This design comes from an exercise in tuning for small area, a short achievable clock period and few clock cycles on the open sky130 flow, not from production work.
The RTL was checked by simulation tests, not by an equivalence proof against the original design.
Power and IR drop assume default switching activity.

==> inputs of wip/sierra <==
## palert_dec
module palert_dec (
    input             clk,
    input             rst,           
    input      [15:0] cfg_poly,      
    input      [15:0] cfg_init,      
    input      [31:0] cfg_sync,      
    input      [5:0]  cfg_crc_off,   
    input             cfg_tbo,       
    input             req_valid,
    output            req_ready,
    input             req_write,
    input             req_pkt,       
    input      [6:0]  req_addr,
    input      [31:0] req_wdata,
    output reg        rsp_valid,
    output reg [31:0] rsp_data
);
clock: 12.0 ns
lec_check: 0
cap_margin: 40
core_margin: 2
core_utilization: 60
slew_margin: 20
standard.sh (not shown) runs the stock make flow with config.mk's settings and CLKGATE_MAP_FILE= SYNTH_SCRIPT=/design/flow/synth_recipe.tcl, a recipe that flattens the netlist after the stock synthesis.
==> flow/flow/run.sh <==
#!/bin/bash
# Standard layout with two changes to how it is optimised:
# - the repair steps aim for more setup slack than the 12 ns constraint
#   asks (the constraint itself is unchanged), so the achieved period shrinks;
# - ports are buffered with buf_4 instead of the delay buffer buffer_ports
#   picks by default, which footprint-matched resizing can never swap out.
set -euo pipefail
export SETUP_SLACK_MARGIN=9.0
export TNS_END_PERCENT=20
export BUFFER_PORTS_ARGS="-buffer_cell sky130_fd_sc_hd__buf_4"
bash standard.sh > standard.log 2>&1
==> wip/pepper (differences from wip/sierra) <==
--- a/flow/design.v
+++ b/flow/design.v
@@ -43,17 +43,17 @@
     reg        busy;
     reg [1:0]  mode;
     reg        fin;           
     reg [6:0]  cnt;           
     reg [7:0]  vb;            
     reg [6:0]  fldp;          
     reg [5:0]  coff_r;        
     reg        xok;           
-    reg [15:0] tb [0:7];      
+    reg [15:0] tbo [0:3];     
     reg [2:0]  wu_cnt;        
     reg        wu_done;
     reg [1:0]  ps;
     reg [4:0]  lw0, lw1, lw2, lw3;
     wire [7:0] l0 = ln0[lw0];
     wire [7:0] l1 = ln1[lw1];
     wire [7:0] l2 = ln2[lw2];
     wire [7:0] l3 = ln3[lw3];
@@ -61,23 +61,35 @@
                         input [7:0] a2, input [7:0] a3);
         case (k)
             2'd0:    lane = a0;
             2'd1:    lane = a1;
             2'd2:    lane = a2;
             default: lane = a3;
         endcase
     endfunction
+    function [15:0] st(input [15:0] r);         
+        st = r[0] ? ((r >> 1) ^ tbo[3]) : (r >> 1);
+    endfunction
+    wire [15:0] tbe0 = st(tbo[0]), tbe1 = st(tbo[1]), tbe2 = st(tbo[2]), tbe3 = st(tbo[3]);
+    function [15:0] tb(input integer jj);
+        case (jj)
+            0: tb = tbe0;  1: tb = tbo[0];
+            2: tb = tbe1;  3: tb = tbo[1];
+            4: tb = tbe2;  5: tb = tbo[2];
+            6: tb = tbe3;  default: tb = tbo[3];
+        endcase
+    endfunction
     wire [7:0]  cd = crc_r[7:0] ^ vb;
     reg  [15:0] tx;
     integer j;
     always @(*) begin
         tx = 16'd0;
         for (j = 0; j < 8; j = j + 1)
-            if (cd[j]) tx = tx ^ tb[j];
+            if (cd[j]) tx = tx ^ tb(j);
     end
     wire [15:0] step_out = {8'd0, crc_r[15:8]} ^ tx;
     wire        x_go   = rq_v && !busy && (wu_done || rq_pkt);
     wire        x_cmd  = x_go && rq_wcmd;
     wire [7:0]  w_opc  = rq_wd[7:0];
     wire [1:0]  w_ord  = rq_wd[9:8];
     wire [3:0]  w_sel  = rq_wd[15:12];
     wire [4:0]  okey   = {w_opc[5:4], w_opc[2:0]};
@@ -135,17 +147,18 @@
                        ok && (room[7:0] >= 8'd4), ok && (room[7:0] >= 8'd64),
                        (n != 17'd0) && inbl, (n != 17'd0) && !inbl, o[15:8] != 8'd0 };
         end
     endfunction
     wire [6:0] bf_off  = bflags(rq_wd[15:0], len_r, plen_r);
     wire [6:0] bf_len  = bflags(off_r, rq_wd[16:0], plen_r);
     wire [6:0] bf_plen = bflags(off_r, len_r, rq_wd[16:0]);
     wire [6:0] bf_cur  = {f_inb1, f_inb2, f_inb4, f_inb64, f_crcrun, f_crcbad, f_offbig};
-    wire [6:0] bf_n    = wr_off ? bf_off : wr_len ? bf_len : wr_plen ? bf_plen : bf_cur;
+    wire [6:0] bf_n    = wr_off ? bf_off : wr_len ? {bf_cur[6:3], bf_len[2:1], bf_cur[0]} :
+                         wr_plen ? bf_plen : bf_cur;
     wire        is_sync = w_opc[4] && !w_opc[0];   
     reg  [6:0]  ne;           
     always @(*) begin
         if (!busy)
             ne = is_sync ? off_r[6:0] + 7'd60 : off_r[6:0] + 7'd1;
         else if (mode == M_M4C && cnt == 7'd1)
             ne = fldp;
         else
@@ -160,17 +173,18 @@
         end
     endfunction
     wire [21:0] lf_eng  = lform(ne);
     wire [21:0] lf_off  = lform(off_n[6:0]);
     wire [21:0] lf_host = {rq_addr_n[1:0], {4{rq_addr_n[6:2]}}};
     wire        host_a  = !busy_n && !rq_hold;
     wire        host_b  = !busy_n && rq_hold && rq_pkt;
     wire        host_n  = (host_a && req_pkt) || host_b;
-    wire [21:0] lf_n    = host_n ? lf_host : busy_n ? lf_eng : lf_off;
+    wire [21:0] lf_int  = host_b ? lf_host : busy_n ? lf_eng : lf_off;
+    wire [21:0] lf_n    = (host_a && req_pkt) ? lf_host : lf_int;
     reg [31:0] reg_rdata;
     always @(*) begin
         reg_rdata = 32'd0;
         if (rq_addr[6:3] == 4'd0) begin
             case (rq_addr[2:0])
                 R_STATUS: reg_rdata = {25'd0, rc, 1'b0, es, match, tv};
                 R_CFG:    reg_rdata = {31'd0, cfg_tbo};
                 R_OFF:    reg_rdata = {16'd0, off_r};
@@ -239,26 +253,26 @@
             rq_wofs  <= req_valid && req_write && !req_pkt && req_addr == {4'd0, R_OFF};
             rq_wlen  <= req_valid && req_write && !req_pkt && req_addr == {4'd0, R_LEN};
             rq_wplen <= req_valid && req_write && !req_pkt && req_addr == {4'd0, R_PLEN};
             rq_wval  <= req_valid && req_write && !req_pkt && req_addr == {4'd0, R_VAL};
             rq_wcmd  <= req_valid && req_write && !req_pkt && req_addr == {4'd0, R_CMD};
             rq_legal <= legal(req_wdata);
         end
     end
-    integer k;
     always @(posedge clk) begin
         rsp_data <= rq_pkt ? {24'd0, b0} : reg_rdata;
         {ps, lw0, lw1, lw2, lw3} <= lf_n;
         {f_inb1, f_inb2, f_inb4, f_inb64, f_crcrun, f_crcbad, f_offbig} <= rst ? 7'd0 : bf_n;
         coff_r <= cfg_crc_off;
         fldp   <= off_r[6:0] + {1'b0, coff_r};
-        tb[7] <= cfg_poly;
-        for (k = 7; k > 0; k = k - 1)
-            tb[k-1] <= tb[k][0] ? ((tb[k] >> 1) ^ tb[7]) : (tb[k] >> 1);
+        tbo[3] <= cfg_poly;
+        tbo[2] <= st(tbe3);
+        tbo[1] <= st(tbe2);
+        tbo[0] <= st(tbe1);
     end
     always @(posedge clk) begin
         if (rst) begin
             off_r     <= 16'd0;
             len_r     <= 17'd0;
             plen_r    <= 17'd0;
             val_r     <= 32'd0;
             crc_r     <= 16'd0;
==> flow/config.mk (replaced) <==
export PLATFORM = sky130hd
export DESIGN_NAME = palert_dec
export DESIGN_NICKNAME = palert_dec
export VERILOG_FILES = /design/flow/design.v
export SDC_FILE = /design/flow/constraint.sdc
export NUM_CORES = 4
export LEC_CHECK = 0
export CAP_MARGIN = 10
export CORE_MARGIN = 2
export CORE_UTILIZATION = 60
export CTS_CLUSTER_DIAMETER = 70
export CTS_CLUSTER_SIZE = 30
export SLEW_MARGIN = 20
==> comparison table <==
item	wip/pepper	wip/sierra
Status	finished clean	finished clean
Post-synthesis average cell area	14.16 µm²	13.55 µm²
Cell-internal power	7382 µW	8922 µW
Mux contribution to synthesized area	0.1541	0.1196
Number of global-route vias before repair	37640	40130
Utilization after layout	0.6832	0.7175
Switching portion of total power	0.2797	0.2680
Number of antenna violations at the first check in global routing	2	1
Met3 track utilization from global routing	0.07192	0.07003
Vertical die dimension	325.8 µm	326.2 µm
Leakage power total	0.02337 µW	0.02530 µW
Pin count of the biggest net entering global routing	128	130
Syn Nets	4578	4784
Proportion of netlist area held by the largest area contributor	0.5224	0.5212
Area growth from synthesis to layout	13.31%	18.88%
Testbench counts of wip/sierra, summed over its fixed seeds: cycles 14,855.
Testbench counts of wip/pepper, summed over its fixed seeds: cycles 14,855.

## what the ideal ports hide
Ports are ideal in the flow. The routed layouts listed here were re-timed in OpenROAD.
Step 1, drivers: a clkbuf_16 drives clk and a buf_2 each remaining input, both assumed.
Step 2 times the ports against the registers' clock, not the clock port: input delays grow and output delays shrink by t, the midpoint of the rising clock arrivals with the driver on.
Slacks: no drivers / after step 1 / after step 2; pairs: no drivers / after step 1.
| run | t, ns | slack for setup (ns) | hold WS [ns] |
|---|---|---|---|
| wip/sierra | 0.855 | 8.334 / 8.256 / 8.060 | 0.447 / 0.447 / 0.447 |
| wip/pepper | 0.753 | 8.324 / 8.324 / 7.799 | 0.446 / 0.446 / 0.446 |
After both steps every run listed still meets setup and hold. For wip/pepper, which loses most, drivers alone change the setup slack by 0.000 ns; drivers and shift together by -0.525 ns.
